From an optimization exercise on the open Yosys and OpenROAD flow, aimed at small area; shortcuts taken in it are not production practice.
Function not checked in this run: the RTL went through the layout flow alone.
Power is estimated from default activity; no workload was simulated.

[flow/config.mk]
export PLATFORM = sky130hd
export DESIGN_NAME = mc723_core
export DESIGN_NICKNAME = mc723_core
export VERILOG_FILES = /design/flow/design.v
export SDC_FILE = /design/flow/constraint.sdc
export NUM_CORES = 8
export LEC_CHECK = 0
export CAP_MARGIN = 20
export CORE_MARGIN = 2
export CORE_UTILIZATION = 30
export SLEW_MARGIN = 20
[flow/run.sh]
#!/bin/bash
# synth_recipe.tcl (not shown) runs the flow's synth.tcl, then flattens the netlist and writes it again
# the make line also repeats each setting of config.mk as NAME=value (left out here)
make -C /OpenROAD-flow-scripts/flow DESIGN_CONFIG=/design/flow/config.mk WORK_HOME=/design/flow/orfs CLKGATE_MAP_FILE= SYNTH_SCRIPT=/design/flow/synth_recipe.tcl finish
[flow/design.v]
module hazard_tracker (
    input  wire       clk,
    input  wire       clear,     
    input  wire       record,    
    input  wire [5:0] dest,
    input  wire [5:0] src1,
    input  wire [5:0] src2,
    input  wire [1:0] kind,
    output wire       hazard
);
    localparam K_UNINIT = 2'b00;
    localparam K_MEMRD  = 2'b01;
    reg [5:0] cur_dest, cur_src1, cur_src2;
    reg [1:0] cur_kind;
    reg [5:0] prev_dest, prev_src1, prev_src2;
    reg [1:0] prev_kind;
    always @(posedge clk) begin
        if (clear) begin
            cur_dest  <= 6'd0; cur_src1  <= 6'd0; cur_src2  <= 6'd0; cur_kind  <= K_UNINIT;
            prev_dest <= 6'd0; prev_src1 <= 6'd0; prev_src2 <= 6'd0; prev_kind <= K_UNINIT;
        end else if (record) begin
            if (cur_kind != K_UNINIT) begin
                prev_dest <= cur_dest;
                prev_src1 <= cur_src1;
                prev_src2 <= cur_src2;
                prev_kind <= cur_kind;
            end
            cur_dest <= dest;
            cur_src1 <= src1;
            cur_src2 <= src2;
            cur_kind <= kind;
        end
    end
    assign hazard = (prev_kind == K_MEMRD) &&
                    ((prev_dest == cur_src1) || (prev_dest == cur_src2));
endmodule
module dcache_model (
    input  wire        clk,
    input  wire        clear,       
    input  wire        rd,          
    input  wire        wr,          
    input  wire [31:0] addr,
    output wire [2:0]  miss_inc,
    output wire        unaligned
);
    localparam ROWS     = 64;
    localparam ROW_BITS = 6;
    localparam OFF_BITS = 4;
    localparam TAG_BITS = 32 - ROW_BITS - OFF_BITS;
    reg [TAG_BITS-1:0] tag   [0:ROWS-1];
    reg [ROWS-1:0]     valid;
    reg [ROWS-1:0]     dirty;
    wire [ROW_BITS-1:0] r0 = addr[OFF_BITS +: ROW_BITS];
    wire [TAG_BITS-1:0] t0 = addr[31 -: TAG_BITS];
    assign unaligned = (addr[1:0] != 2'b00);
    wire                spill    = unaligned && (addr[OFF_BITS-1:2] == {(OFF_BITS-2){1'b1}});
    wire [31:0]         spill_a  = {addr[31:2], 2'b00} + 32'd4;
    wire [ROW_BITS-1:0] r1 = spill_a[OFF_BITS +: ROW_BITS];
    wire [TAG_BITS-1:0] t1 = spill_a[31 -: TAG_BITS];
    function [1:0] line_cost(input is_read, input v, input d, input match);
        begin
            if (is_read)
                line_cost = !v ? 2'd1 : (!match ? (d ? 2'd2 : 2'd1) : 2'd0);
            else
                line_cost = (v && !match) ? 2'd1 : 2'd0;
        end
    endfunction
    wire [1:0] cost0 = line_cost(rd, valid[r0], dirty[r0], tag[r0] == t0);
    wire [1:0] cost1 = line_cost(rd, valid[r1], dirty[r1], tag[r1] == t1);
    assign miss_inc = {1'b0, cost0} + (spill ? {1'b0, cost1} : 3'd0);
    integer i;
    always @(posedge clk) begin
        if (clear) begin
            for (i = 0; i < ROWS; i = i + 1)
                tag[i] <= {TAG_BITS{1'b1}};
            valid <= {ROWS{1'b0}};
            dirty <= {ROWS{1'b0}};
        end else if (rd || wr) begin
            tag[r0]   <= t0;
            dirty[r0] <= wr;
            if (rd)
                valid[r0] <= 1'b1;
            if (spill) begin
                tag[r1]   <= t1;
                dirty[r1] <= wr;
                if (rd)
                    valid[r1] <= 1'b1;
            end
        end
    end
endmodule
module icache_model (
    input  wire        clk,
    input  wire        clear,    
    input  wire        fetch,    
    input  wire [31:0] addr,
    output wire        miss
);
    localparam ROWS     = 32;
    localparam ROW_BITS = 5;
    localparam OFF_BITS = 4;
    localparam TAG_BITS = 32 - ROW_BITS - OFF_BITS;
    reg [TAG_BITS-1:0] tag [0:ROWS-1];
    reg [ROWS-1:0]     valid;
    wire [ROW_BITS-1:0] r = addr[OFF_BITS +: ROW_BITS];
    wire [TAG_BITS-1:0] t = addr[31 -: TAG_BITS];
    assign miss = !valid[r] || (tag[r] != t);
    integer i;
    always @(posedge clk) begin
        if (clear) begin
            for (i = 0; i < ROWS; i = i + 1)
                tag[i] <= {TAG_BITS{1'b1}};
            valid <= {ROWS{1'b0}};
        end else if (fetch) begin
            tag[r]   <= t;
            valid[r] <= 1'b1;
        end
    end
endmodule
module branch_bank (
    input  wire        clk,
    input  wire        clear,     
    input  wire        taken,     
    input  wire        ntaken,    
    input  wire [31:0] pc,
    input  wire [31:0] tgt,
    output reg         b1_hit,
    output reg         b2_hit
);
    localparam K       = 4;
    localparam ENTRIES = 1 << K;
    localparam SNT = 2'b00, WNT = 2'b01, WT = 2'b10, ST = 2'b11;
    reg        b1_state  [0:ENTRIES-1];    
    reg [31:0] b1_target [0:ENTRIES-1];
    reg [1:0]  b2_state  [0:ENTRIES-1];
    reg [31:0] b2_target [0:ENTRIES-1];
    wire [K-1:0] idx = pc[2 +: K];
    wire [31:0]  nt  = pc + 32'd4;
    wire [31:0]  actual = taken ? tgt : nt;
    wire        s1 = b1_state[idx];
    wire [31:0] g1 = b1_target[idx];
    wire [1:0]  s2 = b2_state[idx];
    wire [31:0] g2 = b2_target[idx];
    reg        s1_next;
    reg        w1;           
    reg [1:0]  s2_next;
    reg        w2;           
    always @* begin
        if (taken) begin
            s1_next = 1'b1;
            b1_hit  = s1 && (g1 == actual);
            w1      = !b1_hit;
        end else begin
            s1_next = 1'b0;
            b1_hit  = !s1;
            w1      = s1;
        end
        if (taken) begin
            if (s2 == SNT || s2 == WNT) begin
                b2_hit = 1'b0; s2_next = WT; w2 = 1'b1;
            end else if (g2 != actual) begin
                b2_hit = 1'b0; s2_next = (s2 == ST) ? WT : WNT; w2 = 1'b1;
            end else begin
                b2_hit = 1'b1; s2_next = ST; w2 = 1'b0;
            end
        end else begin
            if (s2 == WT || s2 == ST) begin
                b2_hit = 1'b0; s2_next = WNT; w2 = 1'b1;
            end else if (g2 != actual) begin
                b2_hit = 1'b0; s2_next = (s2 == SNT) ? WNT : WT; w2 = 1'b1;
            end else begin
                b2_hit = 1'b1; s2_next = SNT; w2 = 1'b0;
            end
        end
    end
    integer i;
    always @(posedge clk) begin
        if (clear) begin
            for (i = 0; i < ENTRIES; i = i + 1) begin
                b1_state[i]  <= 1'b1;
                b1_target[i] <= 32'd0;
                b2_state[i]  <= ST;
                b2_target[i] <= 32'd0;
            end
        end else if (taken || ntaken) begin
            b1_state[idx] <= s1_next;
            if (w1)
                b1_target[idx] <= actual;
            b2_state[idx] <= s2_next;
            if (w2)
                b2_target[idx] <= actual;
        end
    end
endmodule
module mc723_core (
    input  wire        clk,
    input  wire        rst,         
    input  wire        cmd_valid,
    input  wire [67:0] cmd,
    output reg  [5:0]  status,      
    output reg         rsp_valid,
    output reg  [63:0] rsp_data
);
    localparam OP_RESET   = 4'h1;
    localparam OP_RECORD  = 4'h2;
    localparam OP_CHECK   = 4'h3;
    localparam OP_DREAD   = 4'h4;
    localparam OP_DWRITE  = 4'h5;
    localparam OP_IFETCH  = 4'h6;
    localparam OP_BTAKEN  = 4'h7;
    localparam OP_BNTAKEN = 4'h8;
    localparam OP_RDCTR   = 4'h9;
    localparam OP_RDSTAT  = 4'hA;
    localparam F_ILLEGAL_OPCODE  = 4'd1;
    localparam F_ILLEGAL_OPERAND = 4'd2;
    localparam F_NOT_READY       = 4'd3;
    localparam F_CHECK_NO_RECORD = 4'd4;
    localparam F_RECORD_NO_CHECK = 4'd5;
    localparam C_HAZ = 0, C_DMISS = 1, C_IMISS = 2, C_UNAL = 3, C_DACC = 4,
               C_IACC = 5, C_AT_HIT = 6, C_AT_MISS = 7, C_NT_HIT = 8,
               C_NT_MISS = 9, C_B1_HIT = 10, C_B1_MISS = 11, C_B2_HIT = 12,
               C_B2_MISS = 13;
    wire [3:0]  op = cmd[67:64];
    wire [31:0] A  = cmd[63:32];
    wire [31:0] B  = cmd[31:0];
    wire       armed = status[5];
    wire       ready = status[4];
    wire [3:0] fault = status[3:0];
    wire [1:0] rec_kind = A[19:18];
    wire [5:0] rec_dest = A[17:12];
    wire [5:0] rec_src1 = A[11:6];
    wire [5:0] rec_src2 = A[5:0];
    wire [3:0] sel      = A[3:0];
    function slot_ok(input [5:0] s);
        slot_ok = s[5] | (s[4:0] == 5'd0);
    endfunction
    reg op_legal;
    reg operand_ok;
    always @* begin
        op_legal   = (op >= OP_RESET) && (op <= OP_RDSTAT);
        operand_ok = 1'b0;
        case (op)
            OP_RESET, OP_CHECK, OP_RDSTAT:
                operand_ok = (A == 32'd0) && (B == 32'd0);
            OP_RECORD:
                operand_ok = (A[31:20] == 12'd0) && (B == 32'd0) &&
                             (rec_kind == 2'b01 || rec_kind == 2'b10) &&
                             slot_ok(rec_dest) && slot_ok(rec_src1) && slot_ok(rec_src2);
            OP_DREAD, OP_DWRITE, OP_IFETCH:
                operand_ok = (B == 32'd0);
            OP_BTAKEN, OP_BNTAKEN:
                operand_ok = 1'b1;
            OP_RDCTR:
                operand_ok = (A[31:4] == 28'd0) && (B == 32'd0) && (sel <= 4'd13);
            default:
                operand_ok = 1'b0;
        endcase
    end
    wire well_formed = cmd_valid && op_legal && operand_ok;
    wire is_reset    = well_formed && (op == OP_RESET);
    wire is_rdstat   = well_formed && (op == OP_RDSTAT);
    wire is_rdctr    = well_formed && (op == OP_RDCTR);
    wire other_cmd   = well_formed && !(op == OP_RESET) && !(op == OP_RDSTAT);
    wire act         = other_cmd && ready && (fault == 4'd0);
    wire do_record  = act && (op == OP_RECORD);
    wire do_check   = act && (op == OP_CHECK);
    wire do_dread   = act && (op == OP_DREAD);
    wire do_dwrite  = act && (op == OP_DWRITE);
    wire do_ifetch  = act && (op == OP_IFETCH);
    wire do_btaken  = act && (op == OP_BTAKEN);
    wire do_bntaken = act && (op == OP_BNTAKEN);
    reg [3:0] new_fault;
    always @* begin
        new_fault = 4'd0;
        if (cmd_valid && !op_legal)
            new_fault = F_ILLEGAL_OPCODE;
        else if (cmd_valid && !operand_ok)
            new_fault = F_ILLEGAL_OPERAND;
        else if (other_cmd && !ready)
            new_fault = F_NOT_READY;
        else if (do_check && !armed)
            new_fault = F_CHECK_NO_RECORD;
        else if (do_record && armed)
            new_fault = F_RECORD_NO_CHECK;
    end
    wire hz_hazard;
    hazard_tracker u_hz (
        .clk      (clk),
        .clear    (is_reset),
        .record   (do_record && !armed),
        .dest     (rec_dest),
        .src1     (rec_src1),
        .src2     (rec_src2),
        .kind     (rec_kind),
        .hazard   (hz_hazard)
    );
    wire [2:0] dmiss_inc;
    wire       unal;
    dcache_model u_dc (
        .clk       (clk),
        .clear     (is_reset),
        .rd        (do_dread),
        .wr        (do_dwrite),
        .addr      (A),
        .miss_inc  (dmiss_inc),
        .unaligned (unal)
    );
    wire imiss;
    icache_model u_ic (
        .clk   (clk),
        .clear (is_reset),
        .fetch (do_ifetch),
        .addr  (A),
        .miss  (imiss)
    );
    wire b1_hit, b2_hit;
    branch_bank u_bp (
        .clk     (clk),
        .clear   (is_reset),
        .taken   (do_btaken),
        .ntaken  (do_bntaken),
        .pc      (A),
        .tgt     (B),
        .b1_hit  (b1_hit),
        .b2_hit  (b2_hit)
    );
    reg  [63:0] ctr [0:13];
    reg  [2:0]  inc [0:13];
    wire do_branch = do_btaken || do_bntaken;
    always @* begin
        inc[C_HAZ]     = {2'b00, do_check && armed && hz_hazard};
        inc[C_DMISS]   = (do_dread || do_dwrite) ? dmiss_inc : 3'd0;
        inc[C_IMISS]   = {2'b00, do_ifetch && imiss};
        inc[C_UNAL]    = {2'b00, (do_dread || do_dwrite) && unal};
        inc[C_DACC]    = {2'b00, do_dread || do_dwrite};
        inc[C_IACC]    = {2'b00, do_ifetch};
        inc[C_AT_HIT]  = {2'b00, do_btaken};
        inc[C_AT_MISS] = {2'b00, do_bntaken};
        inc[C_NT_HIT]  = {2'b00, do_bntaken};
        inc[C_NT_MISS] = {2'b00, do_btaken};
        inc[C_B1_HIT]  = {2'b00, do_branch && b1_hit};
        inc[C_B1_MISS] = {2'b00, do_branch && !b1_hit};
        inc[C_B2_HIT]  = {2'b00, do_branch && b2_hit};
        inc[C_B2_MISS] = {2'b00, do_branch && !b2_hit};
    end
    integer k;
    always @(posedge clk) begin
        for (k = 0; k < 14; k = k + 1) begin
            if (is_reset)
                ctr[k] <= 64'd0;
            else
                ctr[k] <= ctr[k] + {61'd0, inc[k]};
        end
    end
    always @(posedge clk) begin
        if (rst) begin
            status    <= 6'd0;
            rsp_valid <= 1'b0;
        end else begin
            rsp_valid <= is_rdctr || is_rdstat;
            if (is_reset) begin
                status <= 6'b01_0000;
            end else if (new_fault != 4'd0) begin
                if (fault == 4'd0)
                    status[3:0] <= new_fault;
            end else if (do_record) begin
                status[5] <= 1'b1;
            end else if (do_check) begin
                status[5] <= 1'b0;
            end
        end
    end
    always @(posedge clk) begin
        if (is_rdstat)
            rsp_data <= {58'd0, status};
        else if (is_rdctr)
            rsp_data <= ctr[sel];
    end
endmodule
[flow/constraint.sdc]
create_clock -name core_clock -period 12.0 [get_ports {clk}]
set_input_delay 2.4000 -clock core_clock [delete_from_list [all_inputs] [get_ports {clk}]]
set_output_delay 2.4000 -clock core_clock [all_outputs]
set_load 0.01 [all_outputs]
==> flow_summary.json <==
{
  "run_status": "complete, no violations",
  "crit_cells": 25,
  "holdWs_ns": 0.4535,
  "synth_edf_count": 3206,
  "design.portCount": 142,
  "powerDensity_nw_per_um2": 139.3,
  "grt_start_max_net_pins": 182,
  "overflow": 0,
  "insertion_delay_ns": 1.21,
  "drive_above_1_share": 0.1386,
  "p_int_mw": 25.25,
  "ctsHtreeMaxLevel": 5,
  "grtUsageTotal": 0.2863,
  "synthTopCellsByArea": "edfxtp_1 (44%), dfxtp_1 (11%), nor2_1 (5.6%)",
  "drc": 0,
  "place_worst_setup_slack_ns": -0.2450,
  "die_height_microns": 858.5,
  "peakVddDrop_uv": 158.9,
  "cts_resized": 0,
  "r2r_slack_ns": 1.92,
  "synth.cell_area_sq_um": 219000,
  "fin_skew_ns": 0.1967,
  "drtIter0Drc": 33890,
  "core_sq_um": 726900,
  "synthArstFlopShare": 0,
  "yosysSeqAreaShare": 0.5459,
  "p_leak_nw": 82.36,
  "io_buffers": 140,
  "rr_worst_depth": 24,
  "clkPwrFrac": 0.436,
  "grt_pass1_vias": 174600,
  "first_pass_iters": 10,
  "hold_depth": 2,
  "cp_top_family": "simple AND/OR/NAND/NOR gates",
  "path_max_fanout": 17,
  "slew_viol_final": 0,
  "synth_top_family_by_area": "simple AND/OR/NAND/NOR gates",
  "pwr-share-comb": 0.097,
  "p_sw_mw": 9.302,
  "crit_path_start_kind": "input port",
  "post-synth-top-count-cell": "nor2_1",
  "cts_tree": "built",
  "max_freq_mhz": 86.86,
  "setup-tns-final_ns": 0,
  "grt_antenna_before_repair": 134,
  "fin_ws_ns": 0.4873,
  "crit_buf_inv": 6,
  "synth_xor_area_frac": 0.03882,
  "tightest_slew_ns": 1.426,
  "area_delta_synth_final_pct": 13.23,
  "rr_endpoint": "ctr[10][56]",
  "final.fill_count": 72580,
  "layout.nets": 20430,
  "p_seq_frac": 0.467,
  "postCtsHoldBufs": 0,
  "startpoint": "cmd_valid",
  "ys.flop_type": "edfxtp_1",
  "clock_path_buffers": 4,
  "postLayoutCoreUtil": 0.3412,
  "synth_nets": 20970,
  "report.power.total_mw": 34.55,
  "clock_sinks": 4370,
  "end_kind": "flop",
  "synth_cells": 20850,
  "synthMuxAreaShare": 0.06584,
  "ys_ff_latch": 4370,
  "worstPathArrival_ns": 12.55,
  "worstPathRequired_ns": 13.04,
  "num_vias": 190700,
  "initial_core_util": 0.3013,
  "setup-violations-final": 0,
  "place_inst": 29440,
  "switching_share": 0.2692,
  "max_stage_delay_ns": 1.04,
  "post_cts_buffers": 0,
  "finalNonFillerCells": 30410,
  "rsz0062_at_grt": "no",
  "synth_top_area_share": 0.4395,
  "place_hpwl_microns": 721400,
  "path_clk_slew_ns": 0.06,
  "finalCriticalPeriod_ns": 11.51,
  "antenna_left": 0,
  "min_path_type": "reg2reg",
  "grt_pass1_wl_microns": 1494000,
  "hold_viol_final": 0,
  "synth_cell_types": 122,
  "dieArea_sq_um": 736900,
  "critPathCapture": "ctr[10][56]",
  "place_congestion": 1.038,
  "post_dp_cell_area_sq_um": 232000,
  "syn_avg_cell_area_sq_um": 10.50,
  "die_x_microns": 858.5,
  "synthAdderAreaFrac": 0.002753,
  "timing.setup.critical_path_class": "in2reg",
  "yosys_warnings": 7,
  "r2r-start": "status[2]",
  "wl_per_cell_microns": 36.46,
  "yosys.area_share.simple": 0.1708,
  "viasPerCell": 6.272,
  "wl_microns": 1109000,
  "yosys-top-cells-count": "nor2_1 (3256), edfxtp_1 (3206), nand2_1 (1660)",
  "fin_crit_sh": 0.9594,
  "cpMaxStageDelayCell": "nor4_1",
  "synth_largest_area_cell": "edfxtp_1",
  "clock-root-buffer": "clkbuf_16",
  "cts_buffers": 471,
  "max_slew_margin": 0.04913,
  "rows": 313,
  "postLayoutCellArea_sq_um": 248000,
  "synth-compound-area-share": 0.1341,
  "drv_cap": 0
}
==> layout make-up <==
cell class,instances,area [sq um],share of cell area
flip-flops and latches,4370,119600,0.4821
diodes,88,220.2,0.0008879
repair buffers,982,8610,0.03471
well taps,9607,12020,0.04847
inverters,108,449.2,0.001811
multi-input cells,14380,91550,0.3691
clock inverters,270,2723,0.01098
clock buffers,604,12860,0.05186
==> cells by family after synthesis <==
kind of cell    after synthesis
simple gates               8090
flops                      4370
compound gates             4369
buf+inv                    2100
xor+xnor                    969
mux                         906
fa+ha+maj                    47
other cells                   1
==> flip-flops by register name, summed over array words and instances (netlist names), 32 cells and up <==
signal / flops
u_bp.b1_target: 512
u_bp.b2_target: 512
rsp_data: 64
u_dc.dirty: 64
u_ic.tag: 736
u_bp.b2_state: 32
u_dc.tag: 1408
ctr: 896
u_ic.valid: 32
u_dc.valid: 64
==> power by group through the flow <==
stage | clock network [mW] | logic [mW] | registers [mW]
2_1_floorplan | 0 | 1.43 | 16.5
3_3_place_gp | 0 | 3.08 | 16.5
4_1_cts | 15.1 | 3.09 | 16.1
6_report | 15.1 | 3.35 | 16.1
5_1_grt | 15.7 | 3.24 | 16.1
3_5_place_dp | 0 | 3.08 | 16.5
==> cell usage in the layout (no fill, tap or decap), types with 159 or more instances in the layout <==
master	instances
a22oi_1	567
xnor2_1	350
o21ai_0	731
nand2_1	1603
o22ai_1	347
clkbuf_16	477
dfxtp_1	1164
or2_2	405
a221oi_1	282
nand3_1	851
and3_1	296
nor3_1	207
nor2_1	3217
nand2b_1	448
nand4_1	316
o221ai_1	170
mux2_2	189
xor2_1	602
buf_4	782
or3_1	159
mux4_2	351
mux2i_1	316
edfxtp_1	3206
a21oi_1	1124
a22o_1	165
==> per-layer routing <==
metal / wire (microns) / global-route usage / up-vias
met1: 406000 / 0.3639 / 95400
met4: 97520 / 0.2014 / 52
met5: 566 / 0.002581 / -
li1: - / - / 75880
met3: 148100 / 0.09078 / 3730
met2: 456800 / 0.4116 / 15660
==> worst register-to-register path, stage by stage, from the launching register on <==
cell and delay (ns):
dfxtp_1 0.49, nor4b_1 0.63, nand3_4 0.63, inv_2 0.89, buf_4 0.33, mux2i_1 0.22, buf_4 0.27, inv_1 0.14
xnor2_1 0.18, nand4_1 0.14, nor4_1 0.33, and4_1 0.40, nand3_2 0.15, a21oi_2 0.72, buf_4 0.30, ha_1 0.25
ha_1 0.26, nand4_1 0.17, or3_1 0.70, nor4_1 1.04, nand2_1 0.40, nor2_1 0.29, nand4_1 0.38, or3_1 0.46
a21oi_1 0.20
==> worst min-delay path by stage <==
stage | slack (ns) | start | end
after floorplan | 0.42 | u_ic.valid[8] | u_ic.valid[8]
after global placement | 0.44 | u_ic.valid[2] | u_ic.valid[2]
after detailed placement | 0.44 | u_ic.valid[18] | u_ic.valid[18]
after CTS | 0.45 | u_hz.prev_kind[0] | u_hz.prev_kind[0]
after global routing | 0.47 | u_hz.prev_kind[0] | u_hz.prev_kind[0]
final | 0.45 | u_hz.prev_kind[0] | u_hz.prev_kind[0]

[port drivers added, routing unchanged]
How much do the figures lean on ideal ports? The routed layout below was timed once more, with nothing changed but the port constraints. Step 1: set_driving_cell puts a clkbuf_16 on clk and a buf_2 on each other input, an assumption about the parent block. Step 2 adds t to the input delays and takes it off the output delays; t is the mean of the earliest and latest rising clock arrival at the registers after step 1. Input paths then give back, and output paths get back, about the clock's delay inside the block. a / b / c = ideal ports / drivers / drivers and shift; a / b = the first two.
t (ns): 1.232
setup WS [ns]: 0.487 / 0.609 / -0.622
hold slack, ns: 0.453 / 0.453 / 0.453
clock arrival spread, ns: 0.252 / 0.251
worst data-port slew with drivers (ns): 0.29
With both steps, setup timing fails in this run, where it was met with ideal ports. For this run, drivers alone change the setup slack by +0.122 ns; drivers and shift together by -1.109 ns.
